This is an optimization exercise on Yosys and OpenROAD, whose aim is a short achievable clock period and few clock cycles per item, not a production implementation. The RTL was checked by simulation tests, not by an equivalence proof against the original design. The flow treats the clock pin as an ideal source. Dropping or thinning the clock tree relies on that and would not hold on a real chip. Power and IR drop assume default switching activity.

Setup of JK:
Design fht8v_ook_codec, start of the top module:
module fht8v_ook_codec (
  input  wire        clk,
  input  wire        rst,
  input  wire        enc_in_valid,
  output wire        enc_in_ready,
  input  wire [47:0] enc_in_msg,
  output wire        enc_out_valid,
  input  wire        enc_out_ready,
  output wire [7:0]  enc_out_byte,
  output wire        enc_out_last,
  input  wire        dec_in_valid,
  output wire        dec_in_ready,
  input  wire [7:0]  dec_in_byte,
  input  wire        dec_in_last,
  input  wire        dec_in_strict,
  output wire        dec_out_valid,
  input  wire        dec_out_ready,
  output wire [47:0] dec_out_msg,
  output wire [1:0]  dec_out_err
);
Size: roughly 2000 cells after synthesis, about 530 flip-flops, roughly 0.022 mm² of cells after synthesis.
clock: 5.0 ns
lec_check: 0
abc_clock_period_in_ps: 1500
cap_margin: 20
core_margin: 2
core_utilization: 65
cts_buf_list: sky130_fd_sc_hd__clkbuf_16 sky130_fd_sc_hd__clkbuf_8
cts_cluster_diameter: 60
cts_cluster_size: 24
setup_slack_margin: 3.3
slew_margin: 20
standard.sh (not shown) runs the stock make flow with config.mk's settings and CLKGATE_MAP_FILE= SYNTH_SCRIPT=/design/flow/synth_recipe.tcl, a recipe that flattens the netlist after the stock synthesis.
==> flow/flow/run.sh <==
#!/bin/bash
set -euo pipefail
export PRE_CTS_TCL="$PWD/flow/mytree.tcl"
export MT_GROUP=24
export MT_ROOTS=4
bash standard.sh > standard_flow.log 2>&1
==> flow/flow/mytree.tcl <==
rename clock_tree_synthesis __triton_cts
proc mt_split {items ngroups} {
  # split items ({iterm x y}) into ngroups groups of about equal size by
  # cutting at the median of the longer side, recursively
  if {$ngroups <= 1} { return [list $items] }
  set xs [lmap i $items {lindex $i 1}]
  set ys [lmap i $items {lindex $i 2}]
  set dx [expr {[tcl::mathfunc::max {*}$xs] - [tcl::mathfunc::min {*}$xs]}]
  set dy [expr {[tcl::mathfunc::max {*}$ys] - [tcl::mathfunc::min {*}$ys]}]
  set idx [expr {$dx >= $dy ? 1 : 2}]
  set sorted [lsort -integer -index $idx $items]
  set n [llength $sorted]
  set left [expr {$ngroups / 2}]
  set cut [expr {int(round(double($n) * $left / $ngroups))}]
  return [concat [mt_split [lrange $sorted 0 [expr {$cut - 1}]] $left] \
                 [mt_split [lrange $sorted $cut end] [expr {$ngroups - $left}]]]
}
proc mt_center {items} {
  set sx 0; set sy 0
  foreach s $items { set sx [expr {$sx + [lindex $s 1]}]; set sy [expr {$sy + [lindex $s 2]}] }
  set n [llength $items]
  return [list [expr {int($sx / $n)}] [expr {int($sy / $n)}]]
}
proc mt_buf {block master name innet outnet x y} {
  set inst [odb::dbInst_create $block $master $name]
  [$inst findITerm A] connect $innet
  [$inst findITerm X] connect $outnet
  $inst setLocation $x $y
  $inst setPlacementStatus PLACED
  return $inst
}
proc clock_tree_synthesis {args} {
  set gmax $::env(MT_GROUP)
  set nroots $::env(MT_ROOTS)
  set block [ord::get_db_block]
  set db [ord::get_db]
  set master [$db findMaster sky130_fd_sc_hd__clkbuf_16]
  set clk [$block findNet clk]
  set items {}
  foreach it [$clk getITerms] {
    set bb [[$it getInst] getBBox]
    lappend items [list $it [expr {([$bb xMin] + [$bb xMax]) / 2}] [expr {([$bb yMin] + [$bb yMax]) / 2}]]
  }
  set n [llength $items]
  set nleaves [expr {int(ceil(double($n) / $gmax))}]
  # leaves per root, rounded up to a whole number per root
  set per [expr {int(ceil(double($nleaves) / $nroots))}]
  set nleaves [expr {$per * $nroots}]
  set regions [mt_split $items $nroots]
  puts "mytree: $n sinks, $nroots roots, $per leaves per root"
  set li 0
  set ri 0
  foreach reg $regions {
    set rnet [odb::dbNet_create $block clknet_root_$ri]
    $rnet setSigType CLOCK
    set groups [mt_split $reg $per]
    set leafpos {}
    foreach g $groups {
      set net [odb::dbNet_create $block clknet_leaf_$li]
      $net setSigType CLOCK
      foreach s $g {
        set it [lindex $s 0]
        $it disconnect
        $it connect $net
      }
      lassign [mt_center $g] gx gy
      mt_buf $block $master cts_leaf_$li $rnet $net $gx $gy
      lappend leafpos [list {} $gx $gy]
      puts "mytree: root $ri leaf $li: [llength $g] sinks at [expr {$gx / 1000.0}] [expr {$gy / 1000.0}]"
      incr li
    }
    lassign [mt_center $leafpos] rx ry
    mt_buf $block $master cts_root_$ri $clk $rnet $rx $ry
    incr ri
  }
  $clk setSigType CLOCK
  set_propagated_clock [all_clocks]
}
Testbench counts of JK, summed over its fixed seeds: cycles 33,894, items 768.
Changes in MS relative to JK:
- swapping 65 for 55 in CORE_UTILIZATION
[summary]
- MS vs. JK: met2 capacity usage during global routing went down by 8.7 points.
- Compared with JK, MS instantiates a larger number of standard cells.
- NOTE total power JK->MS decreased slightly
- Maximum frequency went up by a few percent going from JK to MS.
- Leakage power total: MS lower than JK
- Re share of power burned in combinational logic: JK and MS aren't equal, and the lower value belongs to MS.
- In MS the utilization turned out 13 points lower than in JK.
- Taking JK as the reference point, the critical path depth of MS falls by 6.
- JK has higher global-route usage than MS.
- Compared JK against MS; fraction of area in multi-input gates within noise.
- Power dissipated by switching net loads (MS vs. JK) decreases slightly
--- input diff MS..AL ---
- SETUP_SLACK_MARGIN changed from 3.3 to 3.5
-- flow/flow/run.sh --
<<< MS, line 6
>>> AL, line 6
export MT_BUF=sky130_fd_sc_hd__buf_12
-- flow/flow/mytree.tcl --
<<< MS, line 37
  set master [$db findMaster sky130_fd_sc_hd__clkbuf_16]
>>> AL, line 37
  set master [$db findMaster $::env(MT_BUF)]
Notes after the runs:
- Compared with MS, AL shows a lower clock group share of total power.
- met3 usage in global routing for AL is higher than for MS.
- Final worst clock skew for AL: 0.0097 ns up relative to MS
- AL against MS: global-route usage shows an increase of 4.4 points; part of the power in registers shows a reduction of 3.2 points; met1 layer wirelength in the final routing shows an increase of 15%.
Modified inputs, TR compared to AL
- CORE_UTILIZATION: 55 -> 72
- SETUP_SLACK_MARGIN: 3.5 -> 3.3
-- flow/flow/run.sh --
<<< AL, line 6
export MT_BUF=sky130_fd_sc_hd__buf_12
>>> TR, line 6
-- flow/flow/mytree.tcl --
<<< AL, line 37
  set master [$db findMaster $::env(MT_BUF)]
>>> TR, line 37
  set master [$db findMaster sky130_fd_sc_hd__clkbuf_16]
Results
- Going from AL to TR, total power shrank by a few percent.
- Compare TR and AL | clock network fraction of total power lower: AL
- As of TR, maximum frequency had fallen by a few percent compared to AL.
- In the flow results for TR and AL, the core utilization of the finished layout is smaller on AL.
- Max full die area across TR and AL: AL
Relative to TR, the following input files were edited for PW:
- swapping 72 for 55 in CORE_UTILIZATION
-- flow/flow/run.sh --
<<< TR, line 6
>>> PW, line 6
export MT_BUF=sky130_fd_sc_hd__buf_12
-- flow/flow/mytree.tcl --
<<< TR, line 37
  set master [$db findMaster sky130_fd_sc_hd__clkbuf_16]
>>> PW, line 37
  set master [$db findMaster $::env(MT_BUF)]
--- outcome ---
TR went all the way through synthesis, placement and routing and the layout is clean on timing, DRC and antenna. Per the final summary, PW finished and its layout is clean on timing, DRC and antenna. Of TR and PW, the lower post-route minimum period belongs to PW. PW vs. TR: post-CTS clock slew at the launch and capture registers of the worst setup and hold paths level; placer congestion estimate moved down. Worst setup skew after layout on PW is ahead of TR. Final standard cell area without fillers down 0.78% in PW wrt TR.
No run of this note takes its clock network from TritonCTS; it comes from the design's own scripts or RTL.

-- static timing again, ports no longer ideal --
The results above use ideal ports. As a check the final layouts listed here were re-extracted and re-timed, cells and wires unchanged.
Step 1 (the two cells are an assumption about what drives the block):
set clk [get_ports {clk}]
set_driving_cell -lib_cell sky130_fd_sc_hd__clkbuf_16 $clk
set_driving_cell -lib_cell sky130_fd_sc_hd__buf_2 [delete_from_list [all_inputs] $clk]
Step 2 adds t to the input delays and takes it off the output delays; t is the mean of the earliest and latest rising clock arrival at the registers after step 1. Input paths then give back, and output paths get back, about the clock's delay inside the block.
a / b / c = ideal / step 1 / step 2; a / b = the first two.
run | t (ns) | setup WS [ns] | slew at the worst register clock pin (ns)
JK | 0.459 | 3.112 / 3.037 / 2.735 | 0.09 / 0.09
MS | 0.451 | 3.167 / 3.054 / 2.902 | 0.09 / 0.09
AL | 0.428 | 3.204 / 3.081 / 2.873 | 0.10 / 0.10
TR | 0.465 | 3.110 / 2.995 / 2.724 | 0.10 / 0.10
PW | 0.416 | 3.180 / 3.090 / 2.841 | 0.10 / 0.10
After both steps setup and hold are still met in every run listed. The setup slack of TR, which loses most, moves by -0.115 ns with the drivers and by -0.386 ns with both steps.
